This is an optimization exercise on Yosys and OpenROAD, whose aim is small area, not a production implementation. Where RTL was checked, it was by simulation tests only, not by an equivalence proof against the original. Function not checked in runs 1 and 4: the RTL went through the layout flow alone. No activity file was given, so power comes from the tool's default toggle rates.

==> flow/design.v, too long to show whole: its modules and the start of the top module <==
// module fcps: 663 lines
// module fcps_winmux: 21 lines
// module fcps_aoi222: 6 lines
// module fcps_hold: 6 lines
// module fcps_holdv: 14 lines
// module fcps_regmux: 428 lines
// module fcps_nand2: 6 lines
module fcps (
    input  wire        clk,
    input  wire        rst,
    input  wire        bus_we,
    input  wire [8:0]  bus_addr,
    input  wire [31:0] bus_wdata,
    output reg  [31:0] bus_rdata,
    output wire        irq,
    input  wire        tick,
    output wire        tp_open_req,
    output wire [31:0] tp_baud,
    input  wire        tp_open_ok,
    input  wire        tp_open_err,
    output wire        rts,
    output wire        dtr,
    input  wire        tp_rts_unsup,
    input  wire        tp_dtr_unsup,
    output wire        tp_flush_in,
    output wire        tp_flush_out,
    output wire        tx_valid,
    output wire [7:0]  tx_data,
    input  wire        tx_ready,
    input  wire        tp_wr_err,
    input  wire        rx_valid,
    input  wire [7:0]  rx_data,
    output wire        tp_close
);
  // ...
==> flow/flow/run.sh <==
#!/bin/bash
# The standard layout, with the clock tree built without dummy loads from
# clkbuf_8 clusters, and the ports buffered with the smallest buffer.
set -euo pipefail
CTS="-sink_clustering_enable -repair_clock_nets -dont_use_dummy_load"
CTS="$CTS -buf_list sky130_fd_sc_hd__clkbuf_8 -sink_clustering_size 16 -sink_clustering_max_diameter 50"
bash standard.sh "CTS_ARGS=$CTS" "BUFFER_PORTS_ARGS=-buffer_cell sky130_fd_sc_hd__buf_1" finish > flow_make.log 2>&1
==> flow/standard.sh <==
#!/bin/bash
# synth_recipe.tcl (not shown) runs the flow's synth.tcl, then flattens the netlist and writes it again
# the make line also repeats each setting of config.mk as NAME=value (left out here)
make -C /OpenROAD-flow-scripts/flow DESIGN_CONFIG=/design/flow/config.mk WORK_HOME=/design/flow/orfs CLKGATE_MAP_FILE= SYNTH_SCRIPT=/design/flow/synth_recipe.tcl "${@:-finish}"
==> flow/config.mk <==
export PLATFORM = sky130hd
export DESIGN_NAME = fcps
export DESIGN_NICKNAME = fcps
export VERILOG_FILES = /design/flow/design.v
export SDC_FILE = /design/flow/constraint.sdc
export NUM_CORES = 8
export LEC_CHECK = 0
export CAP_MARGIN = 20
export CORE_MARGIN = 2
export CORE_UTILIZATION = 65
export SLEW_MARGIN = 20
export SYNTH_HIERARCHICAL = 1
==> flow/constraint.sdc <==
create_clock -name core_clock -period 20.0 [get_ports {clk}]
set_input_delay 4.0000 -clock core_clock [delete_from_list [all_inputs] [get_ports {clk}]]
set_output_delay 4.0000 -clock core_clock [all_outputs]
set_load 0.01 [all_outputs]
==> impl_metrics.json, run 1 <==
{
  "numCtsBuffers": 205,
  "whs_ns": 0.471,
  "seq_share": 0.491,
  "signal_buffers": 356,
  "seq-power_w": 0.00560,
  "cp-endpoint": "bus_rdata[19]",
  "multi_input_cells": 6099,
  "combPwrFrac": 0.082,
  "seqCellArea_mm2": 0.0531,
  "crit_cells": 12,
  "intPower_w": 0.00658,
  "run_status": "no timing/DRC/antenna violations",
  "p_per_area_mw_per_mm2": 82.7,
  "seqPwrFrac": 0.626,
  "cp_max_fo": 49,
  "setup_viol": 0,
  "instances_no_fill": 11500,
  "nClkBuffers": 205,
  "synth-warning-count": 7,
  "inverters": 128,
  "gp_congestion": 1.08,
  "syn_to_final_growth_pct": 7.58,
  "dr.pass1.iters": 13,
  "tap_cells": 2044,
  "clk_path_buf_depth": 3,
  "peakVddDrop_uv": 80.8,
  "cts_htree_levels": 4,
  "timing.final.ws_setup_ns": 6.00,
  "buffer_area_frac": 0.0202,
  "grt-ovfl-total": 0,
  "crit_path_end_kind": "output pin",
  "routedWlPerCell_um": 37.0,
  "critPathLaunchType": "primary input",
  "cp_num_buf_inv": 4,
  "rsz0062_at_grt": "no"
}
==> module fcps_winmux, before the edit <==
module fcps_winmux (
    input  wire [2047:0] words,
    input  wire [5:0]    sel,
    output wire [31:0]   word
);
    wire [63:0] oh = 64'd1 << sel;
    genvar b, k;
    generate
        for (b = 0; b < 32; b = b + 1) begin : g_bit
            wire [21:0] t;
            for (k = 0; k < 21; k = k + 1) begin : g_term
                fcps_aoi222 u_aoi (.a1(oh[3*k]),     .a2(words[32*(3*k) + b]),
                                   .b1(oh[3*k + 1]), .b2(words[32*(3*k + 1) + b]),
                                   .c1(oh[3*k + 2]), .c2(words[32*(3*k + 2) + b]),
                                   .y(t[k]));
            end
            fcps_nand2 u_last (.a(oh[63]), .b(words[32*63 + b]), .y(t[21]));
            assign word[b] = ~&t;
        end
    endgenerate
endmodule
==> run 2, diff against run 1 <==
--- a/flow/design.v
+++ b/flow/design.v
@@ -666,18 +666,18 @@
     input  wire [5:0]    sel,
     output wire [31:0]   word
 );
-    wire [63:0] oh = 64'd1 << sel;
+    wire [65:0]   oh = {2'b00, 64'd1 << sel};
+    wire [2111:0] w  = {64'd0, words};           
     genvar b, k;
     generate
         for (b = 0; b < 32; b = b + 1) begin : g_bit
             wire [21:0] t;
-            for (k = 0; k < 21; k = k + 1) begin : g_term
-                fcps_aoi222 u_aoi (.a1(oh[3*k]),     .a2(words[32*(3*k) + b]),
-                                   .b1(oh[3*k + 1]), .b2(words[32*(3*k + 1) + b]),
-                                   .c1(oh[3*k + 2]), .c2(words[32*(3*k + 2) + b]),
+            for (k = 0; k < 22; k = k + 1) begin : g_term
+                fcps_aoi222 u_aoi (.a1(oh[3*k]),     .a2(w[32*(3*k) + b]),
+                                   .b1(oh[3*k + 1]), .b2(w[32*(3*k + 1) + b]),
+                                   .c1(oh[3*k + 2]), .c2(w[32*(3*k + 2) + b]),
                                    .y(t[k]));
             end
-            fcps_nand2 u_last (.a(oh[63]), .b(words[32*63 + b]), .y(t[21]));
             assign word[b] = ~&t;
         end
     endgenerate
--- a/flow/config.mk
+++ b/flow/config.mk
@@ -7,6 +7,6 @@
 export LEC_CHECK = 0
 export CAP_MARGIN = 20
 export CORE_MARGIN = 2
-export CORE_UTILIZATION = 65
+export CORE_UTILIZATION = 50
 export SLEW_MARGIN = 20
 export SYNTH_HIERARCHICAL = 1
==> impl_metrics.json, run 2 <==
{
  "run_status": "no timing/DRC/antenna violations",
  "cellLeakagePower_nw": 40.3,
  "hpwl_mm": 299,
  "fin_crit_sh": 0.681,
  "critPathMaxStageDelay_ns": 1.04,
  "cp_num_buf_inv": 4,
  "worst_path_max_delay_cell": "nor4_2",
  "mappedNetlistArea_mm2": 0.101,
  "fin_util": 0.551,
  "min_period_ns": 13.62,
  "clock_sinks": 2626,
  "detail-route-antenna-nets": 0,
  "fill_cells": 17600,
  "regMostFlops": "rxbuf",
  "routedWlPerCell_um": 36.3,
  "nets": 9700,
  "slew_viol_final": 0,
  "cts_resized": 0,
  "path_clk_slew_ns": 0.05,
  "arrival_ns": 9.62,
  "grt_antenna_before_repair": 33,
  "syn_to_final_growth_pct": 9.41,
  "wl_mm": 445,
  "peakVddDrop_uv": 80.3,
  "cts_htree_levels": 4,
  "cp_max_fo": 49,
  "syn_inst": 9070,
  "initial_utilization": 0.504,
  "die_x_um": 453,
  "clk_path_buf_depth": 3,
  "layout_common_cells": "dfxtp_1, a22o_1, a222oi_1",
  "critPathLaunchType": "primary input",
  "path_cells": "clkbuf_2, buf_4, o21ai_0, nand2b_1, nor2_2, buf_4, a222oi_1, nand4_1, nor4_2, nand4_1, a21o_1, buf_1",
  "crit_type": "in -> out",
  "via_per_inst": 7.55,
  "grt_pass1_vias": 85500,
  "clock_skew_ns": 0.146,
  "route.detailed.drc": 0,
  "cts_tree": "done",
  "dr.pass1.iters": 13,
  "rsz0062_at_grt": "no",
  "syn_area_per_cell_um2": 11.1,
  "drive_above_1_share": 0.0787,
  "total_power_w": 0.00923,
  "grt_max_degree": 65,
  "gp_congestion": 0.995,
  "num_rows": 164,
  "p_per_area_mw_per_mm2": 83.7,
  "clk_latency_ns": 1.10,
  "multi_input_area_mm2": 0.0478,
  "fmax_mhz": 73.4,
  "largest_reg_flops": 2048,
  "port_buffers": 137,
  "mostFrequentLayoutCell": "dfxtp_1",
  "dieArea_mm2": 0.205,
  "io_pins": 140,
  "hold_viol_final": 0,
  "crit_path_end_kind": "output pin",
  "grt_pass1_wl_mm": 626,
  "vias": 92400,
  "cts_root_buf": "clkbuf_8",
  "grtUsageTotal": 0.414,
  "cts_setup_buffers": 0,
  "timing.final.ws_setup_ns": 6.38,
  "core_area_mm2": 0.200,
  "numCtsBuffers": 241,
  "synth-warning-count": 7,
  "dieHeight_um": 453,
  "maxSlewHeadroom": 0.103,
  "dp_slack_ns": 6.38,
  "path_delay_family": "simple AND/OR/NAND/NOR gates",
  "cp.required_ns": 16.00,
  "worstHoldPathType": "reg -> reg",
  "seqCellArea_mm2": 0.0531,
  "cts-hold-fix-buffers": 0,
  "largestRegisters": "rxbuf x2048, hist x128",
  "grt-ovfl-total": 0,
  "first_iter_violations": 16600,
  "drv_cap": 0,
  "worstMarginPinSlew_ns": 1.33,
  "setup_viol": 0,
  "fin_setup_tns_ns": 0
}
## run 2: power breakdown
group	internal (W)	switching [W]	leakage [nW]
sequential	0.00545	0.000151	21.4
clock	0.00106	0.00178	1.73
combinational	0.000237	0.000554	17.1
total	0.00674	0.00248	40.3
## run 2: layout make-up
| class | count | area share |
|---|---|---|
| flip-flops and latches | 2626 | 0.482 |
| repair buffers | 348 | 0.0201 |
| multi-input cells | 6227 | 0.433 |
| diodes | 18 | 0.000409 |
| inverters | 128 | 0.00437 |
| clock buffers | 241 | 0.0301 |
| well taps | 2656 | 0.0301 |
## run 2: final timing paths
| check | startpoint | to | slack (ns) | cells after the start |
|---|---|---|---|---|
| setup / recovery | bus_addr[8] | bus_rdata[0] | 6.38 | 12 |
| hold / removal | hist[97] | hist[97] | 0.47 | 1 |
| setup reg to reg | rxlen[2] | plen[4] | 11.02 | 23 |
| hold reg to reg | hist[97] | hist[97] | 0.47 | 1 |
## run 2: metal layers
metal / vias to the layer above / GRT usage / share of wire
met5: - / 0 / 0.00044
met4: 24 / 0.282 / 0.080
met3: 1323 / 0.118 / 0.12
met2: 6627 / 0.587 / 0.41
met1: 45700 / 0.543 / 0.38
li1: 38700 / - / -
## run 2: metrics by stage
step	hold slack (ns)	instances	instance area [um^2]
after global routing	0.483	12200	110000
final	0.471	12200	110000
after CTS	0.471	12200	110000
after detailed placement	0.451	12000	107000
after floorplan	0.432	9197	101000
after global placement	0.448	12000	107000
==> run 3, diff against run 2 <==
==> flow/run.sh (new file) <==
#!/bin/bash
# synth_recipe.tcl (not shown) runs the flow's synth.tcl, then flattens the netlist and writes it again
# the make line also repeats each setting of config.mk as NAME=value (left out here)
make -C /OpenROAD-flow-scripts/flow DESIGN_CONFIG=/design/flow/config.mk WORK_HOME=/design/flow/orfs CLKGATE_MAP_FILE= SYNTH_SCRIPT=/design/flow/synth_recipe.tcl finish
--- a/flow/config.mk
+++ b/flow/config.mk
@@ -8,5 +8,8 @@
 export CAP_MARGIN = 20
 export CORE_MARGIN = 2
 export CORE_UTILIZATION = 50
+export CTS_BUF_LIST = sky130_fd_sc_hd__clkbuf_16
+export CTS_CLUSTER_DIAMETER = 60
+export CTS_CLUSTER_SIZE = 25
 export SLEW_MARGIN = 20
 export SYNTH_HIERARCHICAL = 1
removed: flow/flow/run.sh
removed: flow/standard.sh
==> impl_metrics.json, run 3 <==
{
  "timing.final.ws_setup_ns": 5.68,
  "grt_pass1_vias": 86800,
  "drive_above_1_share": 0.0864,
  "largest_reg_flops": 2048,
  "slew_viol_final": 0,
  "cts_setup_buffers": 0,
  "nets": 9644,
  "cts_htree_levels": 4,
  "cellLeakagePower_nw": 41.9,
  "route.detailed.drc": 0,
  "syn_area_per_cell_um2": 11.1,
  "clock_skew_ns": 0.0384,
  "via_per_inst": 7.55,
  "grt_antenna_before_repair": 18,
  "arrival_ns": 10.32,
  "peakVddDrop_uv": 99.1,
  "setup_viol": 0,
  "cts-hold-fix-buffers": 0,
  "placed_area_mm2": 0.108,
  "crit_path_end_kind": "output pin",
  "hpwl_mm": 303,
  "dpl.cell_count": 12000,
  "critPathLaunchType": "primary input",
  "numCtsBuffers": 174,
  "dp_slack_ns": 6.13,
  "hold_viol_final": 0,
  "synth-warning-count": 7,
  "grt_max_degree": 65,
  "routedWlPerCell_um": 36.5,
  "first_iter_violations": 16200,
  "worstHoldPathType": "reg -> reg",
  "p_per_area_mw_per_mm2": 91.4,
  "fmax_mhz": 69.8,
  "instances_no_fill": 12300,
  "cp_max_fo": 49,
  "die_x_um": 453,
  "core_area_mm2": 0.200,
  "grt-ovfl-total": 0,
  "grtUsageTotal": 0.420,
  "maxSlewHeadroom": 0.114,
  "mostFrequentLayoutCell": "dfxtp_1",
  "fin_setup_tns_ns": 0,
  "rsz0062_at_grt": "no",
  "min_period_ns": 14.32,
  "gp_congestion": 0.990,
  "cts_resized": 0,
  "run_status": "no timing/DRC/antenna violations",
  "crit_type": "in -> out",
  "fin_area_mm2": 0.114,
  "regMostFlops": "rxbuf",
  "fin_crit_sh": 0.716,
  "io_pins": 140,
  "layout_common_cells": "dfxtp_1, a22o_1, a222oi_1",
  "largestRegisters": "rxbuf x2048, hist x128",
  "dieArea_mm2": 0.205,
  "vias": 93100,
  "port_buffers": 137,
  "worstMarginPinSlew_ns": 1.33,
  "initial_utilization": 0.504,
  "clock_sinks": 2626,
  "cts_tree": "done",
  "clk_latency_ns": 0.88,
  "clk_path_buf_depth": 3,
  "dr.pass1.iters": 11,
  "drv_cap": 0,
  "wl_mm": 451,
  "syn_inst": 9070,
  "cp.required_ns": 16.00,
  "path_clk_slew_ns": 0.08,
  "mappedNetlistArea_mm2": 0.101,
  "detail-route-antenna-nets": 0,
  "grt_pass1_wl_mm": 636,
  "num_rows": 164,
  "cts_root_buf": "clkbuf_16",
  "dieHeight_um": 453,
  "syn_to_final_growth_pct": 13.0
}
## run 3: changes by cell type in the layout (fill, tap and decap cells not counted), moves of 18 or more
cell / delta
buf_1: -135
buf_4: +18
clkbuf_16: +178
clkbuf_8: -241
clkdlybuf4s50_1: +135
clkinv_8: +30
inv_6: +29
inv_8: +23
## run 3: final cells by class
cell class / count / area (um^2)
Multi-Input combinational cell: 6227 / 47800
Inverter: 128 / 482
Tap cell: 2656 / 3320
Timing Repair Buffer: 359 / 3070
Antenna cell: 12 / 30.0
Sequential cell: 2626 / 53100
Clock inverter: 145 / 1690
Clock buffer: 178 / 4450
Fill cell: 17000 / 86200
## run 3: routing by layer
metal	global-route usage	up-vias	part of all wire	wire, um
li1	-	38800	-	-
met1	0.553	46200	0.38	173000
met4	0.265	10	0.072	32500
met3	0.134	1221	0.13	59700
met5	0.00280	-	0.00028	126
met2	0.591	6815	0.41	185000
## run 3: final timing paths
path	slack, ns	start	to	cells past startpoint
setup / recovery	5.68	bus_addr[8]	bus_rdata[3]	12
hold / removal	0.47	rxbuf[720]	rxbuf[720]	1
setup reg to reg	10.74	rxlen[2]	plen[5]	23
hold reg to reg	0.47	rxbuf[720]	rxbuf[720]	1
## run 3: critical path: stages
cell and delay, ns:
buf_2 0.10, buf_4 0.29, o21ai_0 0.99, nand2b_1 0.80, nor2_2 0.11, buf_4 0.29
a222oi_1 0.64, nand4_1 0.65, nor4_2 1.07, nand4_1 0.34, a21o_1 0.38, clkdlybuf4s50_1 0.52
## run 3: report_power, final
part	internal [W]	switching, W	total [W]	leakage, nW
sequential	0.00544	0.000149	0.00559	21.4
combinational	0.000258	0.000561	0.000818	17.5
clock	0.00183	0.00216	0.00399	3.00
total	0.00753	0.00287	0.0104	41.9
## run 3: stage by stage
step	power [W]	hold WS (ns)	utilization
3_3_place_gp	0.00646	0.450	0.538
5_1_grt	0.0107	0.485	0.569
3_5_place_dp	0.00648	0.451	0.538
2_1_floorplan	0.00607	0.432	-
6_report	0.0104	0.474	0.569
4_1_cts	0.0104	0.475	0.568
==> module fcps, before the edit <==
module fcps (
    input  wire        clk,
    input  wire        rst,
    input  wire        bus_we,
    input  wire [8:0]  bus_addr,
    input  wire [31:0] bus_wdata,
    output reg  [31:0] bus_rdata,
    output wire        irq,
    input  wire        tick,
    output wire        tp_open_req,
    output wire [31:0] tp_baud,
    input  wire        tp_open_ok,
    input  wire        tp_open_err,
    output wire        rts,
    output wire        dtr,
    input  wire        tp_rts_unsup,
    input  wire        tp_dtr_unsup,
    output wire        tp_flush_in,
    output wire        tp_flush_out,
    output wire        tx_valid,
    output wire [7:0]  tx_data,
    input  wire        tx_ready,
    input  wire        tp_wr_err,
    input  wire        rx_valid,
    input  wire [7:0]  rx_data,
    output wire        tp_close
);
    localparam RXCAP = 256;
    localparam [3:0] PH_IDLE = 4'd0, PH_OPEN = 4'd1, PH_RTS = 4'd2, PH_SETTLE1 = 4'd3,
                     PH_DTR = 4'd4, PH_SETTLE2 = 4'd5, PH_PURGE = 4'd6, PH_TX = 4'd7,
                     PH_AWAIT = 4'd8, PH_NEXT = 4'd9, PH_CLOSE = 4'd10, PH_QUIET = 4'd11;
    localparam [3:0] SS_CREATED = 4'd0, SS_LINECOND = 4'd1, SS_PURGED = 4'd2, SS_SENT = 4'd3,
                     SS_AWAITING = 4'd4, SS_DECODED = 4'd5, SS_TIMEDOUT = 4'd6,
                     SS_FRAMEINVALID = 4'd7, SS_DEVERROR = 4'd8, SS_WRITEFAILED = 4'd9,
                     SS_CLOSED = 4'd10;
    localparam [3:0] R_OK = 4'd0, R_EMPTY = 4'd1, R_TOOSHORT = 4'd2, R_DEVERR = 4'd3,
                     R_MISSINGACK = 4'd4, R_MISSINGEND = 4'd5, R_TIMEOUT = 4'd6,
                     R_WRITEERR = 4'd7, R_OPENERR = 4'd8, R_EXHAUSTED = 4'd9, R_NONE = 4'd15;
    localparam [3:0] OP_NOP = 4'h0, OP_ENCODE = 4'h1, OP_DECODE = 4'h2, OP_WAKE = 4'h3,
                     OP_OPEN = 4'h4, OP_PURGE = 4'h5, OP_SEND = 4'h6, OP_AWAIT = 4'h7,
                     OP_CLOSE = 4'h8, OP_RUN = 4'h9, OP_CANCEL = 4'hA;
    reg [16:0]  op_s;       
    wire [31:0] op_q = {10'd0, op_s[16:15], 1'b0, op_s[14:4], 4'd0, op_s[3:0]};
    reg [3:0]   sstate;
    reg         runf, done, topen;
    reg [3:0]   result;
    reg         lcu_rts, lcu_dtr, rx_ovf, rx_late;
    reg [1:0]   operr;
    reg         cancel_pend, close_pend;
    reg [3:0]   phase;
    reg [7:0]   cmdop;
    reg         req_ck;
    reg [7:0]   wlist;
    reg [2:0]   nwake;
    reg [31:0]  baud0, baud1, baud2, baud3;
    reg [2:0]   nbaud;
    reg [1:0]   linecfg;
    reg [31:0]  t_settle, t_quiet, t_resp, t_idle;
    reg         tx_w;
    reg [1:0]   tx_wid;
    reg         tx_ck;
    reg [7:0]   tx_op;
    reg [8:0]   rxlen;
    reg [8:0]   plen;
    reg [1:0]   bi, wi;
    reg         vi;
    reg [4:0]   att;
    reg         attf;           
    reg [127:0] hist;
    reg [31:0]  cnt, icnt;      
    wire        cnt_z = (cnt == 32'd0);
    reg [1:0]   txi, bsel;
    reg [3:0]   outcome, finres;
    reg         rcont, capen;
    reg         rts_q, dtr_q;
    reg [8*RXCAP-1:0] rxbuf;         
    wire busy = (phase != PH_IDLE) || cancel_pend || close_pend;
    function [17:0] wake_seq;
        input [1:0] id;
        case (id)
            2'd0: wake_seq = {2'd0, 8'h00, 8'h00};
            2'd1: wake_seq = {2'd1, 8'h00, 8'h1B};
            2'd2: wake_seq = {2'd2, 8'hAA, 8'h55};
            default: wake_seq = {2'd2, 8'h10, 8'h10};
        endcase
    endfunction
    function [34:0] enc;
        input [7:0] opb;
        input       var_ck;
        input [1:0] wid;
        reg [17:0] w;
        reg [15:0] base;
        reg [1:0]  blen;
        begin
            w    = wake_seq(wid);
            base = var_ck ? {opb ^ 8'hA5, opb} : {8'h00, opb};
            blen = var_ck ? 2'd2 : 2'd1;
            case (w[17:16])
                2'd0: enc = {1'b0, blen, 16'h0000, base};
                2'd1: enc = {{1'b0, blen} + 3'd1, 8'h00, base, w[7:0]};
                default: enc = {{1'b0, blen} + 3'd2, base, w[15:0]};
            endcase
        end
    endfunction
    function [3:0] dec;
        input [8:0] n;
        input [7:0] b0, b1, blast;
        begin
            if (n == 9'd0)                            dec = R_EMPTY;
            else if (n < 9'd2)                        dec = R_TOOSHORT;
            else if (n == 9'd2 && b0 == 8'h8F && b1 == 8'h02) dec = R_DEVERR;
            else if (b0 != 8'hAA)                     dec = R_MISSINGACK;
            else if (blast != 8'hEA)                  dec = R_MISSINGEND;
            else                                      dec = R_OK;
        end
    endfunction
    function [3:0] state_of;
        input [3:0] r;
        case (r)
            R_OK:      state_of = SS_DECODED;
            R_DEVERR:  state_of = SS_DEVERROR;
            R_TIMEOUT: state_of = SS_TIMEDOUT;
            default:   state_of = SS_FRAMEINVALID;
        endcase
    endfunction
    function [31:0] sat_inc;
        input [31:0] v;
        sat_inc = (v == 32'hFFFFFFFF) ? v : v + 32'd1;
    endfunction
    function [1:0] wsel;
        input [7:0] wl;
        input [1:0] idx;
        case (idx)
            2'd0: wsel = wl[1:0];
            2'd1: wsel = wl[3:2];
            2'd2: wsel = wl[5:4];
            default: wsel = wl[7:6];
        endcase
    endfunction
    wire [17:0] tx_wseq = wake_seq(tx_wid);
    wire [34:0] tx_enc  = enc(tx_op, tx_ck, tx_wid);
    wire [31:0] txbuf   = tx_w ? {16'd0, tx_wseq[15:0]} : tx_enc[31:0];
    wire [2:0]  txlen   = tx_w ? {1'b0, tx_wseq[17:16]} : tx_enc[34:32];
    reg  [7:0] lastb;
    wire [7:0] last_idx = rxlen[7:0] - 8'd1;
    wire [7:0] rx_b0    = rxbuf[7:0];
    wire [7:0] rx_b1    = rxbuf[15:8];
    wire [3:0] dec_cap  = dec(rxlen, rx_b0, rx_b1, lastb);       
    wire [3:0] dec_now;                                         
    wire [8:0] rxlen_host = (bus_wdata[8:0] > RXCAP) ? RXCAP : bus_wdata[8:0];
    wire [5:0]  win_sel  = bus_addr[8] ? bus_addr[7:2] : last_idx[7:2];
    wire [31:0] win_word;
    fcps_winmux u_winmux (.words(rxbuf), .sel(win_sel), .word(win_word));
    assign irq          = done;
    assign tp_open_req  = (phase == PH_OPEN);
    assign tp_baud      = (bsel == 2'd0) ? baud0 : (bsel == 2'd1) ? baud1 :
                          (bsel == 2'd2) ? baud2 : baud3;
    assign rts          = rts_q;
    assign dtr          = dtr_q;
    assign tp_flush_in  = (phase == PH_PURGE);
    assign tp_flush_out = (phase == PH_PURGE);
    assign tx_valid     = (phase == PH_TX);
    assign tx_data      = txbuf[8*txi +: 8];
    assign tp_close     = (phase == PH_CLOSE);
    wire [31:0] status = {8'h00, phase, close_pend, cancel_pend, operr, rx_late, rx_ovf,
                          lcu_dtr, lcu_rts, result, topen, done, runf, busy, sstate};
    wire [5:0]  attn   = {1'b0, att} + {5'd0, attf};
    wire [31:0] runpos = {10'd0, attn, 3'd0, att, 3'd0, vi, wi, bi};
    wire [6:0] rd_w = bus_addr[8:2];
    wire [32*24-1:0] regw = {hist, 32'd0, runpos, {23'd0, plen}, {23'd0, rxlen},
                             {29'd0, txlen}, txbuf, t_idle, t_resp, t_quiet, t_settle,
                             {30'd0, linecfg}, {29'd0, nbaud}, baud3, baud2, baud1, baud0,
                             {21'd0, nwake, wlist}, {23'd0, req_ck, cmdop}, status, op_q};
    wire [23:0] reg_oh = (rd_w[6:5] == 2'b00) ? (24'd1 << rd_w[4:0]) : 24'd0;
    wire [31:0] reg_word;
    fcps_regmux u_regmux (.oh(reg_oh), .regw(regw), .q(reg_word));
    always @* bus_rdata = ({32{rd_w[6]}} & win_word) | reg_word;
    wire [6:0] wr_w   = bus_addr[8:2];
    wire [3:0] opc    = bus_wdata[3:0];
    wire       op_wr  = bus_we && (wr_w == 7'h00);
    wire       badop  = (bus_wdata[7:4] != 4'd0) || bus_wdata[19] ||
                        (bus_wdata[31:22] != 10'd0) || (opc >= 4'hB);
    wire       ss_purgeable = (sstate == SS_PURGED) || (sstate == SS_DECODED) ||
                              (sstate == SS_TIMEDOUT) || (sstate == SS_FRAMEINVALID) ||
                              (sstate == SS_DEVERROR) || (sstate == SS_WRITEFAILED);
    reg        legal;
    always @* begin
        case (opc)
            OP_NOP:    legal = 1'b1;
            OP_ENCODE, OP_DECODE, OP_WAKE: legal = !busy;
            OP_OPEN:   legal = !busy && !topen;
            OP_PURGE:  legal = !busy && topen && ss_purgeable;
            OP_SEND:   legal = !busy && topen && (sstate == SS_PURGED || sstate == SS_DECODED);
            OP_AWAIT:  legal = !busy && (sstate == SS_SENT);
            OP_CLOSE:  legal = 1'b1;
            OP_RUN:    legal = !busy && !topen;
            OP_CANCEL: legal = busy;
            default:   legal = 1'b0;
        endcase
    end
    wire op_accept = op_wr && !badop && legal;
    wire l1_ok = !busy;
    wire l2_ok = !busy && !topen;
    reg cap_we;              
    always @* begin
        cap_we = 1'b0;
        if (rx_valid) begin
            if (phase == PH_AWAIT) begin
                if (!cancel_pend) begin
                    if (rxlen == 9'd0)
                        cap_we = !cnt_z;
                    else
                        cap_we = !(rxlen == RXCAP || icnt >= t_idle);
                end
            end else if (phase != PH_PURGE && capen && rxlen < RXCAP) begin
                cap_we = 1'b1;
            end
        end
    end
    wire win_we = bus_we && wr_w[6] && l2_ok;
    wire [5:0] wa_word = win_we ? wr_w[5:0] : rxlen[7:2];
    wire [3:0] wa_lane = win_we ? 4'b1111 : (4'b0001 << rxlen[1:0]);
    wire       wa_any  = win_we | cap_we;
    wire [31:0] wa_data = win_we ? bus_wdata : {4{rx_data}};
    wire [63:0] wa_word_n = ~({64{wa_any & !rst}} & (64'd1 << wa_word));
    wire [3:0]  wa_lane_n = ~wa_lane;
    wire [8*RXCAP-1:0] rxbuf_nx;
    genvar gi, bj;
    generate
        for (gi = 0; gi < RXCAP; gi = gi + 1) begin : g_rxbuf
            wire en   = ~(wa_word_n[gi / 4] | wa_lane_n[gi % 4]);
            wire en_n = ~en;
            for (bj = 0; bj < 8; bj = bj + 1) begin : g_bit
                fcps_hold u_hold (.en(en), .en_n(en_n), .d(wa_data[8*(gi % 4) + bj]),
                                  .q(rxbuf[8*gi + bj]), .nx(rxbuf_nx[8*gi + bj]));
            end
        end
    endgenerate
    always @(posedge clk) rxbuf <= rxbuf_nx;
    always @(posedge clk)
        if (cap_we) lastb <= rx_data;
    assign dec_now = dec(rxlen, rx_b0, rx_b1, win_word[8*last_idx[1:0] +: 8]);
    wire w_cmd   = bus_we && wr_w == 7'h02 && l1_ok;
    wire w_wake  = bus_we && wr_w == 7'h03 && l1_ok;
    wire w_baud0 = bus_we && wr_w == 7'h04 && l2_ok;
    wire w_baud1 = bus_we && wr_w == 7'h05 && l2_ok;
    wire w_baud2 = bus_we && wr_w == 7'h06 && l2_ok;
    wire w_baud3 = bus_we && wr_w == 7'h07 && l2_ok;
    wire w_nbaud = bus_we && wr_w == 7'h08 && l2_ok;
    wire w_line  = bus_we && wr_w == 7'h09 && l2_ok;
    wire w_tset  = bus_we && wr_w == 7'h0A && l1_ok;
    wire w_tqui  = bus_we && wr_w == 7'h0B && l1_ok;
    wire w_tresp = bus_we && wr_w == 7'h0C && l1_ok;
    wire w_tidle = bus_we && wr_w == 7'h0D && l1_ok;
    wire w_op    = op_accept;
    wire [16:0] src_op    = rst ? 17'd0 : {bus_wdata[21:20], bus_wdata[18:8], bus_wdata[3:0]};
    wire [8:0]  src_cmd   = rst ? 9'h0C2 : bus_wdata[8:0];
    wire [10:0] src_wake  = rst ? {3'd4, 8'hE4} :
                            {(bus_wdata[10:8] > 3'd4) ? 3'd4 : bus_wdata[10:8], bus_wdata[7:0]};
    wire [4:0]  src_nbl   = rst ? {3'd2, 2'b11} :
                            {(bus_wdata[2:0] > 3'd4) ? 3'd4 : bus_wdata[2:0], bus_wdata[1:0]};
    wire [31:0] src_b0    = rst ? 32'd9600 : bus_wdata;
    wire [31:0] src_b1    = rst ? 32'd4800 : bus_wdata;
    wire [31:0] src_z     = rst ? 32'd0 : bus_wdata;
    wire [31:0] src_t500  = rst ? 32'd500 : bus_wdata;
    wire [31:0] src_t1000 = rst ? 32'd1000 : bus_wdata;
    wire [31:0] src_t10   = rst ? 32'd10 : bus_wdata;
    wire [16:0] op_nx;
    wire [31:0] baud0_nx, baud1_nx, baud2_nx, baud3_nx;
    wire [31:0] tset_nx, tqui_nx, tresp_nx, tidle_nx;
    wire [8:0]  cmd_nx;
    wire [10:0] wake_nx;
    wire [2:0]  nbaud_nx;
    wire [1:0]  line_nx;
    fcps_holdv #(17) u_h_op    (.en(rst | w_op),    .d(src_op),        .q(op_s),            .nx(op_nx));
    fcps_holdv #(9)  u_h_cmd   (.en(rst | w_cmd),   .d(src_cmd),       .q({req_ck, cmdop}), .nx(cmd_nx));
    fcps_holdv #(11) u_h_wake  (.en(rst | w_wake),  .d(src_wake),      .q({nwake, wlist}),  .nx(wake_nx));
    fcps_holdv #(32) u_h_baud0 (.en(rst | w_baud0), .d(src_b0),        .q(baud0),           .nx(baud0_nx));
    fcps_holdv #(32) u_h_baud1 (.en(rst | w_baud1), .d(src_b1),        .q(baud1),           .nx(baud1_nx));
    fcps_holdv #(32) u_h_baud2 (.en(rst | w_baud2), .d(src_z),         .q(baud2),           .nx(baud2_nx));
    fcps_holdv #(32) u_h_baud3 (.en(rst | w_baud3), .d(src_z),         .q(baud3),           .nx(baud3_nx));
    fcps_holdv #(3)  u_h_nbaud (.en(rst | w_nbaud), .d(src_nbl[4:2]),  .q(nbaud),           .nx(nbaud_nx));
    fcps_holdv #(2)  u_h_line  (.en(rst | w_line),  .d(src_nbl[1:0]),  .q(linecfg),         .nx(line_nx));
    fcps_holdv #(32) u_h_tset  (.en(rst | w_tset),  .d(src_t500),      .q(t_settle),        .nx(tset_nx));
    fcps_holdv #(32) u_h_tqui  (.en(rst | w_tqui),  .d(src_t500),      .q(t_quiet),         .nx(tqui_nx));
    fcps_holdv #(32) u_h_tresp (.en(rst | w_tresp), .d(src_t1000),     .q(t_resp),          .nx(tresp_nx));
    fcps_holdv #(32) u_h_tidle (.en(rst | w_tidle), .d(src_t10),       .q(t_idle),          .nx(tidle_nx));
    always @(posedge clk) begin
        op_s <= op_nx;  {req_ck, cmdop} <= cmd_nx;  {nwake, wlist} <= wake_nx;
        baud0 <= baud0_nx;  baud1 <= baud1_nx;  baud2 <= baud2_nx;  baud3 <= baud3_nx;
        nbaud <= nbaud_nx;  linecfg <= line_nx;
        t_settle <= tset_nx;  t_quiet <= tqui_nx;  t_resp <= tresp_nx;  t_idle <= tidle_nx;
    end
    wire tx_run  = (phase == PH_PURGE) && runf;
    wire tx_host = op_accept && (opc == OP_ENCODE || opc == OP_WAKE || opc == OP_SEND);
    always @(posedge clk) begin
        if (rst || tx_run || tx_host) begin
            tx_w   <= rst || (!tx_run && opc == OP_WAKE);
            tx_wid <= rst ? 2'd0 : tx_run ? wsel(wlist, wi) : bus_wdata[18:17];
        end
        if (tx_run || tx_host) begin
            tx_ck  <= tx_run ? vi : bus_wdata[16];
            tx_op  <= tx_run ? cmdop : bus_wdata[15:8];
        end
    end
    wire       h_next = (phase == PH_NEXT);
    wire       h_open = (phase == PH_OPEN) && tp_open_err && runf;
    wire       h_abrt = cancel_pend && runf && (phase == PH_TX || phase == PH_AWAIT);
    wire       h_we   = h_next || h_open || h_abrt;
    wire [3:0] h_val  = h_next ? outcome : h_open ? R_OPENERR : R_TIMEOUT;
    wire       h_clr  = rst || (op_accept && opc == OP_RUN);
    wire [127:0] hist_nx;
    genvar hi;
    generate
        for (hi = 0; hi < 32; hi = hi + 1) begin : g_hist
            fcps_holdv #(4) u_h (.en(h_clr || (h_we && att == 5'(hi))), .d(h_clr ? 4'hF : h_val),
                                 .q(hist[4*hi +: 4]), .nx(hist_nx[4*hi +: 4]));
        end
    endgenerate
    always @(posedge clk) hist <= hist_nx;
    task do_finish;
        input [3:0] r;
        input       close_pend_next;
        begin
            result      <= r;
            runf        <= 1'b0;
            rcont       <= 1'b0;
            cancel_pend <= 1'b0;
            phase       <= PH_IDLE;
            if (!close_pend_next) done <= 1'b1;
        end
    endtask
    task do_abort;
        begin
            cancel_pend <= 1'b0;
            capen       <= 1'b0;
            if (phase == PH_TX) sstate <= SS_WRITEFAILED;
            if (phase == PH_AWAIT) begin
                sstate <= SS_TIMEDOUT;
                plen   <= 9'd0;
                if (rx_valid) rx_late <= 1'b1;
            end
            if (runf && (phase == PH_TX || phase == PH_AWAIT)) begin
                attf <= 1'b1;
            end
            if (topen && (runf || close_pend || phase == PH_SETTLE1 || phase == PH_SETTLE2)) begin
                finres <= R_TIMEOUT;
                rcont  <= 1'b0;
                phase  <= PH_CLOSE;
            end else begin
                do_finish(R_TIMEOUT, close_pend);
            end
        end
    endtask
    task do_outcome;
        input [3:0] x;
        begin
            capen <= 1'b0;
            if (rx_valid) rx_late <= 1'b1;
            if (x == R_TIMEOUT) begin
                sstate <= SS_TIMEDOUT;
                plen   <= 9'd0;
            end else begin
                plen   <= (x == R_OK) ? rxlen - 9'd2 : 9'd0;
                sstate <= state_of(x);
            end
            if (runf) begin
                outcome <= x;
                phase   <= PH_NEXT;
            end else begin
                do_finish(x, close_pend);
            end
        end
    endtask
    always @(posedge clk) begin
        if (rst) begin
            sstate <= SS_CREATED; runf <= 1'b0; done <= 1'b0; topen <= 1'b0;
            result <= R_NONE; lcu_rts <= 1'b0; lcu_dtr <= 1'b0; rx_ovf <= 1'b0; rx_late <= 1'b0;
            operr <= 2'd0; cancel_pend <= 1'b0; close_pend <= 1'b0; phase <= PH_IDLE;
            rxlen <= 9'd0; plen <= 9'd0;
            bi <= 2'd0; wi <= 2'd0; vi <= 1'b0; att <= 5'd0; attf <= 1'b0;
            icnt <= 32'd0; txi <= 2'd0; bsel <= 2'd0;
            outcome <= R_NONE; finres <= R_NONE; rcont <= 1'b0; capen <= 1'b0;
            rts_q <= 1'b0; dtr_q <= 1'b0;
        end else begin
            case (phase)
                PH_IDLE: begin
                    if (close_pend) begin
                        cancel_pend <= 1'b0;
                        if (topen) begin
                            finres <= result;
                            done   <= 1'b0;
                            phase  <= PH_CLOSE;
                        end else begin
                            sstate     <= SS_CLOSED;
                            close_pend <= 1'b0;
                            done       <= 1'b1;
                        end
                    end else if (cancel_pend) begin
                        cancel_pend <= 1'b0;
                    end
                end
                PH_OPEN: begin
                    if (tp_open_err) begin
                        sstate <= SS_CLOSED;
                        if (runf) begin
                            attf <= 1'b1;
                        end
                        do_finish(R_OPENERR, close_pend);
                    end else if (tp_open_ok) begin
                        topen <= 1'b1;
                        rts_q <= linecfg[0];
                        dtr_q <= linecfg[1];
                        if (cancel_pend) begin
                            cancel_pend <= 1'b0;
                            finres <= R_TIMEOUT;
                            rcont  <= 1'b0;
                            phase  <= PH_CLOSE;
                        end else begin
                            phase <= PH_RTS;
                        end
                    end
                end
                PH_RTS: begin
                    rts_q   <= 1'b0;
                    lcu_rts <= lcu_rts | tp_rts_unsup;
                    cnt     <= t_settle;
                    phase   <= PH_SETTLE1;
                end
                PH_SETTLE1: begin
                    if (cancel_pend)            do_abort;
                    else if (cnt_z)   phase <= PH_DTR;
                    else if (tick)              cnt <= cnt - 32'd1;
                end
                PH_DTR: begin
                    dtr_q   <= 1'b0;
                    lcu_dtr <= lcu_dtr | tp_dtr_unsup;
                    cnt     <= t_settle;
                    phase   <= PH_SETTLE2;
                end
                PH_SETTLE2: begin
                    if (cancel_pend)            do_abort;
                    else if (cnt_z) begin
                        sstate <= SS_LINECOND;
                        phase  <= PH_PURGE;
                    end else if (tick)          cnt <= cnt - 32'd1;
                end
                PH_PURGE: begin
                    rxlen   <= 9'd0;
                    rx_ovf  <= 1'b0;
                    rx_late <= 1'b0;
                    capen   <= 1'b1;
                    sstate  <= SS_PURGED;
                    if (runf) begin
                        txi   <= 2'd0;
                        phase <= PH_TX;
                    end else begin
                        do_finish(R_OK, close_pend);
                    end
                end
                PH_TX: begin
                    if (cancel_pend) begin
                        do_abort;
                    end else if (tp_wr_err) begin
                        sstate <= SS_WRITEFAILED;
                        capen  <= 1'b0;
                        if (runf) begin
                            outcome <= R_WRITEERR;
                            phase   <= PH_NEXT;
                        end else begin
                            do_finish(R_WRITEERR, close_pend);
                        end
                    end else if (tx_ready) begin
                        if ({1'b0, txi} == txlen - 3'd1) begin
                            if (runf) begin
                                sstate <= SS_AWAITING;
                                cnt    <= t_resp;
                                phase  <= PH_AWAIT;
                            end else begin
                                sstate <= SS_SENT;
                                do_finish(R_OK, close_pend);
                            end
                        end else begin
                            txi <= txi + 2'd1;
                        end
                    end
                end
                PH_AWAIT: begin
                    if (cancel_pend) begin
                        do_abort;
                    end else if (rxlen == 9'd0) begin
                        if (cnt_z)      do_outcome(R_TIMEOUT);
                        else if (rx_valid)      rxlen <= 9'd1;
                        else if (tick)          cnt <= cnt - 32'd1;
                    end else begin
                        if (rxlen == RXCAP || icnt >= t_idle)
                            do_outcome(dec_cap);
                        else if (rx_valid)
                            rxlen <= rxlen + 9'd1;
                    end
                end
                PH_NEXT: begin
                    attf <= 1'b1;
                    if (outcome == R_OK) begin
                        finres <= R_OK;
                        rcont  <= 1'b0;
                        phase  <= PH_CLOSE;
                    end else if (vi == 1'b0) begin
                        vi  <= 1'b1;
                        att <= att + 5'd1; attf <= 1'b0;
                        cnt <= t_quiet;
                        phase <= PH_QUIET;
                    end else if ({1'b0, wi} + 3'd1 < nwake) begin
                        wi  <= wi + 2'd1;
                        vi  <= 1'b0;
                        att <= att + 5'd1; attf <= 1'b0;
                        cnt <= t_quiet;
                        phase <= PH_QUIET;
                    end else if ({1'b0, bi} + 3'd1 < nbaud) begin
                        bi  <= bi + 2'd1;
                        wi  <= 2'd0;
                        vi  <= 1'b0;
                        att <= att + 5'd1; attf <= 1'b0;
                        rcont <= 1'b1;
                        phase <= PH_CLOSE;
                    end else begin
                        finres <= R_EXHAUSTED;
                        rcont  <= 1'b0;
                        phase  <= PH_CLOSE;
                    end
                end
                PH_CLOSE: begin
                    topen      <= 1'b0;
                    capen      <= 1'b0;
                    rts_q      <= 1'b0;
                    dtr_q      <= 1'b0;
                    sstate     <= SS_CLOSED;
                    close_pend <= 1'b0;
                    if (runf && rcont) begin
                        rcont <= 1'b0;
                        cnt   <= t_quiet;
                        phase <= PH_QUIET;
                    end else begin
                        do_finish(finres, 1'b0);
                    end
                end
                PH_QUIET: begin
                    if (cancel_pend) begin
                        do_abort;
                    end else if (cnt_z) begin
                        if (topen) begin
                            phase <= PH_PURGE;
                        end else begin
                            sstate <= SS_CREATED;
                            bsel   <= bi;
                            phase  <= PH_OPEN;
                        end
                    end else if (tick) begin
                        cnt <= cnt - 32'd1;
                    end
                end
                default: ;
            endcase
            if (phase != PH_AWAIT && rx_valid && phase != PH_PURGE) begin
                if (capen) begin
                    if (rxlen < RXCAP) rxlen <= rxlen + 9'd1;
                    else               rx_ovf <= 1'b1;
                end else if (topen) begin
                    rx_late <= 1'b1;
                end
            end
            if (cap_we)                  icnt <= 32'd0;
            else if (phase == PH_PURGE)  icnt <= 32'd0;
            else if (tick)               icnt <= sat_inc(icnt);
            if (bus_we) begin
                case (wr_w)
                    7'h00: begin
                        if (badop) begin
                            operr <= 2'd1;
                        end else if (!legal) begin
                            operr <= 2'd2;
                        end else begin
                            operr <= 2'd0;
                            if (!((opc == OP_NOP || opc == OP_CANCEL || opc == OP_CLOSE) && busy))
                                done <= 1'b0;
                            case (opc)
                                OP_NOP: if (!busy) done <= 1'b1;
                                OP_ENCODE: begin
                                    result <= R_OK;
                                    done   <= 1'b1;
                                end
                                OP_DECODE: begin
                                    result <= dec_now;
                                    plen   <= (dec_now == R_OK) ? rxlen - 9'd2 : 9'd0;
                                    done   <= 1'b1;
                                end
                                OP_WAKE: begin
                                    result <= R_OK;
                                    done   <= 1'b1;
                                end
                                OP_OPEN: begin
                                    bsel    <= bus_wdata[21:20];
                                    lcu_rts <= 1'b0;
                                    lcu_dtr <= 1'b0;
                                    sstate  <= SS_CREATED;
                                    phase   <= PH_OPEN;
                                end
                                OP_PURGE: phase <= PH_PURGE;
                                OP_SEND: begin
                                    txi   <= 2'd0;
                                    if (sstate == SS_DECODED) begin
                                        rxlen   <= 9'd0;
                                        rx_ovf  <= 1'b0;
                                        rx_late <= 1'b0;
                                        icnt    <= 32'd0;
                                        capen   <= 1'b1;
                                    end
                                    phase <= PH_TX;
                                end
                                OP_AWAIT: begin
                                    sstate <= SS_AWAITING;
                                    cnt    <= t_resp;
                                    phase  <= PH_AWAIT;
                                end
                                OP_CLOSE: begin
                                    if (busy) begin
                                        cancel_pend <= 1'b1;
                                        close_pend  <= 1'b1;
                                    end else if (topen) begin
                                        finres <= R_OK;
                                        phase  <= PH_CLOSE;
                                    end else begin
                                        sstate <= SS_CLOSED;
                                        result <= R_OK;
                                        done   <= 1'b1;
                                    end
                                end
                                OP_RUN: begin
                                    bi <= 2'd0; wi <= 2'd0; vi <= 1'b0;
                                    att <= 5'd0; attf <= 1'b0;
                                    lcu_rts <= 1'b0; lcu_dtr <= 1'b0; rcont <= 1'b0;
                                    if (nbaud == 3'd0 || nwake == 3'd0) begin
                                        result <= R_EXHAUSTED;
                                        done   <= 1'b1;
                                    end else begin
                                        runf   <= 1'b1;
                                        sstate <= SS_CREATED;
                                        bsel   <= 2'd0;
                                        phase  <= PH_OPEN;
                                    end
                                end
                                OP_CANCEL: cancel_pend <= 1'b1;
                                default: ;
                            endcase
                        end
                    end
                    7'h10: if (l2_ok) rxlen <= rxlen_host;
                    default: ;
                endcase
            end
        end
    end
endmodule
==> run 4, diff against run 3 <==
--- a/flow/design.v
+++ b/flow/design.v
@@ -69,6 +69,7 @@
     reg [127:0] hist;
     reg [31:0]  cnt, icnt;      
     wire        cnt_z = (cnt == 32'd0);
+    wire        icnt_ge;        
     reg [1:0]   txi, bsel;
     reg [3:0]   outcome, finres;
     reg         rcont, capen;
@@ -153,8 +154,8 @@
     fcps_winmux u_winmux (.words(rxbuf), .sel(win_sel), .word(win_word));
     assign irq          = done;
     assign tp_open_req  = (phase == PH_OPEN);
-    assign tp_baud      = (bsel == 2'd0) ? baud0 : (bsel == 2'd1) ? baud1 :
-                          (bsel == 2'd2) ? baud2 : baud3;
+    wire [3:0]  bsel_oh     = 4'd1 << bsel;
+    fcps_mux4oh u_baudmux (.oh(bsel_oh), .d0(baud0), .d1(baud1), .d2(baud2), .d3(baud3), .q(tp_baud));
     assign rts          = rts_q;
     assign dtr          = dtr_q;
     assign tp_flush_in  = (phase == PH_PURGE);
@@ -210,7 +211,7 @@
                     if (rxlen == 9'd0)
                         cap_we = !cnt_z;
                     else
-                        cap_we = !(rxlen == RXCAP || icnt >= t_idle);
+                        cap_we = !(rxlen == RXCAP || icnt_ge);
                 end
             end else if (phase != PH_PURGE && capen && rxlen < RXCAP) begin
                 cap_we = 1'b1;
@@ -318,6 +319,28 @@
         end
     endgenerate
     always @(posedge clk) hist <= hist_nx;
+    wire tx_last    = ({1'b0, txi} == txlen - 3'd1);
+    wire ld_settle  = (phase == PH_RTS) || (phase == PH_DTR);
+    wire ld_resp    = ((phase == PH_TX) && !cancel_pend && !tp_wr_err && tx_ready && tx_last && runf) ||
+                      (op_accept && opc == OP_AWAIT);
+    wire ld_quiet   = ((phase == PH_NEXT) && (outcome != R_OK) &&
+                       (!vi || ({1'b0, wi} + 3'd1 < nwake))) ||
+                      ((phase == PH_CLOSE) && runf && rcont);
+    wire cnt_dec    = tick && !cnt_z && !cancel_pend &&
+                      ((phase == PH_SETTLE1) || (phase == PH_SETTLE2) || (phase == PH_QUIET) ||
+                       ((phase == PH_AWAIT) && (rxlen == 9'd0) && !rx_valid));
+    wire icnt_clr   = rst || cap_we || (phase == PH_PURGE) ||
+                      (op_accept && opc == OP_SEND && sstate == SS_DECODED);
+    wire [31:0] cnt_nx;
+    fcps_cntnx  u_cntnx  (.cnt(cnt), .t_settle(t_settle), .t_resp(t_resp), .t_quiet(t_quiet),
+                          .ld_settle(ld_settle), .ld_resp(ld_resp), .ld_quiet(ld_quiet),
+                          .dec(cnt_dec), .nx(cnt_nx));
+    assign icnt_ge = (icnt >= t_idle);
+    always @(posedge clk) begin
+        cnt <= cnt_nx;
+        if (icnt_clr)  icnt <= 32'd0;
+        else if (tick) icnt <= sat_inc(icnt);
+    end
     task do_finish;
         input [3:0] r;
         input       close_pend_next;
@@ -379,7 +402,7 @@
             operr <= 2'd0; cancel_pend <= 1'b0; close_pend <= 1'b0; phase <= PH_IDLE;
             rxlen <= 9'd0; plen <= 9'd0;
             bi <= 2'd0; wi <= 2'd0; vi <= 1'b0; att <= 5'd0; attf <= 1'b0;
-            icnt <= 32'd0; txi <= 2'd0; bsel <= 2'd0;
+            txi <= 2'd0; bsel <= 2'd0;
             outcome <= R_NONE; finres <= R_NONE; rcont <= 1'b0; capen <= 1'b0;
             rts_q <= 1'b0; dtr_q <= 1'b0;
         end else begin
@@ -424,18 +447,16 @@
                 PH_RTS: begin
                     rts_q   <= 1'b0;
                     lcu_rts <= lcu_rts | tp_rts_unsup;
-                    cnt     <= t_settle;
                     phase   <= PH_SETTLE1;
                 end
                 PH_SETTLE1: begin
                     if (cancel_pend)            do_abort;
                     else if (cnt_z)   phase <= PH_DTR;
-                    else if (tick)              cnt <= cnt - 32'd1;
+                    ;
                 end
                 PH_DTR: begin
                     dtr_q   <= 1'b0;
                     lcu_dtr <= lcu_dtr | tp_dtr_unsup;
-                    cnt     <= t_settle;
                     phase   <= PH_SETTLE2;
                 end
                 PH_SETTLE2: begin
@@ -443,7 +464,7 @@
                     else if (cnt_z) begin
                         sstate <= SS_LINECOND;
                         phase  <= PH_PURGE;
-                    end else if (tick)          cnt <= cnt - 32'd1;
+                    end
                 end
                 PH_PURGE: begin
                     rxlen   <= 9'd0;
@@ -474,7 +495,6 @@
                         if ({1'b0, txi} == txlen - 3'd1) begin
                             if (runf) begin
                                 sstate <= SS_AWAITING;
-                                cnt    <= t_resp;
                                 phase  <= PH_AWAIT;
                             end else begin
                                 sstate <= SS_SENT;
@@ -491,9 +511,8 @@
                     end else if (rxlen == 9'd0) begin
                         if (cnt_z)      do_outcome(R_TIMEOUT);
                         else if (rx_valid)      rxlen <= 9'd1;
-                        else if (tick)          cnt <= cnt - 32'd1;
                     end else begin
-                        if (rxlen == RXCAP || icnt >= t_idle)
+                        if (rxlen == RXCAP || icnt_ge)
                             do_outcome(dec_cap);
                         else if (rx_valid)
                             rxlen <= rxlen + 9'd1;
@@ -508,13 +527,11 @@
                     end else if (vi == 1'b0) begin
                         vi  <= 1'b1;
                         att <= att + 5'd1; attf <= 1'b0;
-                        cnt <= t_quiet;
                         phase <= PH_QUIET;
                     end else if ({1'b0, wi} + 3'd1 < nwake) begin
                         wi  <= wi + 2'd1;
                         vi  <= 1'b0;
                         att <= att + 5'd1; attf <= 1'b0;
-                        cnt <= t_quiet;
                         phase <= PH_QUIET;
                     end else if ({1'b0, bi} + 3'd1 < nbaud) begin
                         bi  <= bi + 2'd1;
@@ -538,7 +555,6 @@
                     close_pend <= 1'b0;
                     if (runf && rcont) begin
                         rcont <= 1'b0;
-                        cnt   <= t_quiet;
                         phase <= PH_QUIET;
                     end else begin
                         do_finish(finres, 1'b0);
@@ -555,8 +571,6 @@
                             bsel   <= bi;
                             phase  <= PH_OPEN;
                         end
-                    end else if (tick) begin
-                        cnt <= cnt - 32'd1;
                     end
                 end
                 default: ;
@@ -569,9 +583,6 @@
                     rx_late <= 1'b1;
                 end
             end
-            if (cap_we)                  icnt <= 32'd0;
-            else if (phase == PH_PURGE)  icnt <= 32'd0;
-            else if (tick)               icnt <= sat_inc(icnt);
             if (bus_we) begin
                 case (wr_w)
                     7'h00: begin
@@ -612,14 +623,12 @@
                                         rxlen   <= 9'd0;
                                         rx_ovf  <= 1'b0;
                                         rx_late <= 1'b0;
-                                        icnt    <= 32'd0;
                                         capen   <= 1'b1;
                                     end
                                     phase <= PH_TX;
                                 end
                                 OP_AWAIT: begin
                                     sstate <= SS_AWAITING;
-                                    cnt    <= t_resp;
                                     phase  <= PH_AWAIT;
                                 end
                                 OP_CLOSE: begin
@@ -666,18 +675,18 @@
     input  wire [5:0]    sel,
     output wire [31:0]   word
 );
-    wire [65:0]   oh = {2'b00, 64'd1 << sel};
-    wire [2111:0] w  = {64'd0, words};           
+    wire [63:0] oh = 64'd1 << sel;
     genvar b, k;
     generate
         for (b = 0; b < 32; b = b + 1) begin : g_bit
             wire [21:0] t;
-            for (k = 0; k < 22; k = k + 1) begin : g_term
-                fcps_aoi222 u_aoi (.a1(oh[3*k]),     .a2(w[32*(3*k) + b]),
-                                   .b1(oh[3*k + 1]), .b2(w[32*(3*k + 1) + b]),
-                                   .c1(oh[3*k + 2]), .c2(w[32*(3*k + 2) + b]),
+            for (k = 0; k < 21; k = k + 1) begin : g_term
+                fcps_aoi222 u_aoi (.a1(oh[3*k]),     .a2(words[32*(3*k) + b]),
+                                   .b1(oh[3*k + 1]), .b2(words[32*(3*k + 1) + b]),
+                                   .c1(oh[3*k + 2]), .c2(words[32*(3*k + 2) + b]),
                                    .y(t[k]));
             end
+            fcps_nand2 u_last (.a(oh[63]), .b(words[32*63 + b]), .y(t[21]));
             assign word[b] = ~&t;
         end
     endgenerate
@@ -1142,3 +1151,35 @@
 );
     assign y = ~(a & b);
 endmodule
+module fcps_cntnx (
+    input  wire [31:0] cnt, t_settle, t_resp, t_quiet,
+    input  wire        ld_settle, ld_resp, ld_quiet, dec,
+    output wire [31:0] nx
+);
+    wire [31:0] tsel_n;
+    genvar i;
+    generate
+        for (i = 0; i < 32; i = i + 1) begin : g
+            fcps_aoi222 u_aoi (.a1(ld_settle), .a2(t_settle[i]), .b1(ld_resp), .b2(t_resp[i]),
+                               .c1(ld_quiet), .c2(t_quiet[i]), .y(tsel_n[i]));
+        end
+    endgenerate
+    wire ld = ld_settle | ld_resp | ld_quiet;
+    assign nx = ld ? ~tsel_n : cnt - {31'd0, dec};
+endmodule
+module fcps_mux4oh (
+    input  wire [3:0]  oh,
+    input  wire [31:0] d0, d1, d2, d3,
+    output wire [31:0] q
+);
+    genvar i;
+    generate
+        for (i = 0; i < 32; i = i + 1) begin : g
+            wire t0, t1;
+            fcps_aoi222 u_aoi (.a1(oh[0]), .a2(d0[i]), .b1(oh[1]), .b2(d1[i]), .c1(oh[2]), .c2(d2[i]),
+                               .y(t0));
+            fcps_nand2 u_n3 (.a(oh[3]), .b(d3[i]), .y(t1));
+            fcps_nand2 u_o (.a(t0), .b(t1), .y(q[i]));
+        end
+    endgenerate
+endmodule
==> flow/flow/run.sh (new file) <==
#!/bin/bash
# The standard layout, with the clock tree built without dummy loads from
# small clkbuf_4 clusters, and the ports buffered with the smallest buffer.
set -euo pipefail
CTS="-sink_clustering_enable -repair_clock_nets -dont_use_dummy_load"
CTS="$CTS -buf_list sky130_fd_sc_hd__clkbuf_4 -sink_clustering_size 10 -sink_clustering_max_diameter 40"
bash standard.sh "CTS_ARGS=$CTS" "BUFFER_PORTS_ARGS=-buffer_cell sky130_fd_sc_hd__buf_1" finish > flow_make.log 2>&1
==> flow/standard.sh (new file) <==
#!/bin/bash
# synth_recipe.tcl (not shown) runs the flow's synth.tcl, then flattens the netlist and writes it again
# the make line also repeats each setting of config.mk as NAME=value (left out here)
make -C /OpenROAD-flow-scripts/flow DESIGN_CONFIG=/design/flow/config.mk WORK_HOME=/design/flow/orfs CLKGATE_MAP_FILE= SYNTH_SCRIPT=/design/flow/synth_recipe.tcl "${@:-finish}"
--- a/flow/config.mk
+++ b/flow/config.mk
@@ -8,8 +8,5 @@
 export CAP_MARGIN = 20
 export CORE_MARGIN = 2
 export CORE_UTILIZATION = 50
-export CTS_BUF_LIST = sky130_fd_sc_hd__clkbuf_16
-export CTS_CLUSTER_DIAMETER = 60
-export CTS_CLUSTER_SIZE = 25
 export SLEW_MARGIN = 20
 export SYNTH_HIERARCHICAL = 1
removed: flow/run.sh
==> impl_metrics.json, run 4 <==
{
  "fill_cells": 17800,
  "vias": 94200,
  "dieArea_mm2": 0.203,
  "grt-ovfl-total": 0,
  "path_delay_family": "simple AND/OR/NAND/NOR gates",
  "grt_max_degree": 65,
  "p_per_area_mw_per_mm2": 83.5,
  "cellLeakagePower_nw": 40.1,
  "cts_tree": "done",
  "routedWlPerCell_um": 37.4,
  "layout_common_cells": "dfxtp_1, a22o_1, a222oi_1",
  "clock_sinks": 2626,
  "wl_mm": 462,
  "via_per_inst": 7.63,
  "run_status": "no timing/DRC/antenna violations",
  "grtUsageTotal": 0.431,
  "syn_to_final_growth_pct": 8.56,
  "grt_antenna_before_repair": 37,
  "critPathMaxStageDelay_ns": 1.24,
  "worstMarginPinSlew_ns": 1.32,
  "total_power_w": 0.00906,
  "rsz0062_at_grt": "no",
  "die_x_um": 451,
  "clk_path_buf_depth": 4,
  "io_pins": 140,
  "crit_type": "in -> out",
  "gp_congestion": 1.03,
  "dr.pass1.iters": 11,
  "path_cells": "clkbuf_2, buf_4, o21ai_0, nand2b_1, nor2_2, buf_4, a222oi_1, nand4_1, nor4_2, nand4_1, a21o_1, buf_1",
  "drive_above_1_share": 0.0886,
  "largestRegisters": "rxbuf x2048, hist x128",
  "fin_setup_tns_ns": 0,
  "port_buffers": 137,
  "cts-hold-fix-buffers": 0,
  "hpwl_mm": 308,
  "fmax_mhz": 70.6,
  "syn_area_per_cell_um2": 11.0,
  "first_iter_violations": 18200,
  "peakVddDrop_uv": 58.6,
  "nets": 9789,
  "min_period_ns": 14.16,
  "synth-warning-count": 7,
  "dieHeight_um": 451,
  "cts_root_buf": "clkbuf_4",
  "arrival_ns": 10.16,
  "cts_setup_buffers": 0,
  "cts_resized": 0,
  "cp_max_fo": 48,
  "cts_htree_levels": 5,
  "critPathLaunchType": "primary input",
  "syn_inst": 9090,
  "route.detailed.drc": 0,
  "detail-route-antenna-nets": 0,
  "cp_num_buf_inv": 4,
  "worstHoldPathType": "reg -> reg",
  "cp.required_ns": 16.00,
  "largest_reg_flops": 2048,
  "clk_latency_ns": 1.49,
  "regMostFlops": "rxbuf",
  "clock_skew_ns": 0.128,
  "worst_path_max_delay_cell": "nor4_2",
  "hold_viol_final": 0,
  "drv_cap": 0,
  "maxSlewHeadroom": 0.118,
  "initial_utilization": 0.502,
  "numCtsBuffers": 406,
  "path_clk_slew_ns": 0.06,
  "core_area_mm2": 0.199,
  "fin_crit_sh": 0.708,
  "mostFrequentLayoutCell": "dfxtp_1",
  "setup_viol": 0,
  "slew_viol_final": 0,
  "mappedNetlistArea_mm2": 0.0999,
  "grt_pass1_vias": 86400,
  "grt_pass1_wl_mm": 643,
  "num_rows": 164,
  "crit_path_end_kind": "output pin"
}
[run 4: path summary, 6_finish.rpt]
| kind | slack [ns] | depth (start not counted) | from | end |
|---|---|---|---|---|
| max reg2reg | 10.54 | 22 | rxlen[1] | plen[7] |
| min | 0.47 | 1 | rxbuf[504] | rxbuf[504] |
| max | 5.84 | 12 | bus_addr[8] | bus_rdata[28] |
| min reg2reg | 0.47 | 1 | rxbuf[504] | rxbuf[504] |
[run 4: final cells by class]
class	count	area, um^2	area share
diodes	34	85.1	0.000784
clock buffers	406	3050	0.0281
inverters	130	488	0.00450
multi-input cells	6145	46600	0.430
flip-flops and latches	2626	52800	0.486
well taps	2656	3320	0.0306
repair buffers	351	2170	0.0200
[run 4: layer usage]
layer,part of all wire,routed length [um],track usage
met5,0.00045,206,0
met4,0.076,34900,0.281
met3,0.15,67400,0.156
met2,0.40,182000,0.584
met1,0.38,177000,0.572
[run 4: power breakdown]
part | internal (W) | switching (W) | total, W | leakage (nW)
sequential | 0.00542 | 0.000146 | 0.00557 | 21.4
clock | 0.000927 | 0.00182 | 0.00275 | 1.87
combinational | 0.000216 | 0.000525 | 0.000741 | 16.9
[run 4: worst register-to-register path: cells and delay by family, from the launching register on]
family | cells | cell delay, ns
buffers and inverters | 3 | 0.78
and+or+nand+nor | 11 | 4.31
AOI/OAI and AO/OA | 6 | 3.21
xor gates and xnor gates | 1 | 0.15
DFF | 1 | 0.65
adders and majority gates | 1 | 0.25
[run 4: stage by stage]
stage / instances / utilization / cell area (um^2) / setup slack [ns] / hold slack [ns]
floorplan: 9090 / - / 99900 / 8.36 / 0.432
global placement: 11900 / 0.528 / 105000 / 6.49 / 0.450
detailed placement: 11900 / 0.528 / 105000 / 6.46 / 0.451
CTS: 12300 / 0.544 / 108000 / 6.45 / 0.470
global route: 12300 / 0.544 / 108000 / 6.06 / 0.481
finish: 12300 / 0.545 / 108000 / 5.84 / 0.472

==> separate check: timing with driven ports <==
The results above use ideal ports. As a check the final layouts listed here were re-extracted and re-timed, cells and wires unchanged.
Step 1 (the two cells are an assumption about what drives the block):
set clk [get_ports {clk}]
set_driving_cell -lib_cell sky130_fd_sc_hd__clkbuf_16 $clk
set_driving_cell -lib_cell sky130_fd_sc_hd__buf_2 [delete_from_list [all_inputs] $clk]
Step 2 also shifts input and output timing later by t, the mid clock arrival at the registers, as if the neighbouring blocks saw the same clock.
Slacks: ideal / step 1 / step 2; pairs: ideal / step 1.
run | t (ns) | slack for setup (ns) | hold slack, ns
run 1 | 1.065 | 5.995 / 5.973 / 5.973 | 0.471 / 0.471 / 0.471
run 2 | 1.123 | 6.382 / 6.360 / 6.360 | 0.471 / 0.471 / 0.471
run 3 | 0.962 | 5.681 / 5.662 / 5.662 | 0.474 / 0.474 / 0.474
run 4 | 1.524 | 5.837 / 5.817 / 5.817 | 0.472 / 0.472 / 0.472
After both steps setup and hold are still met in every run listed.
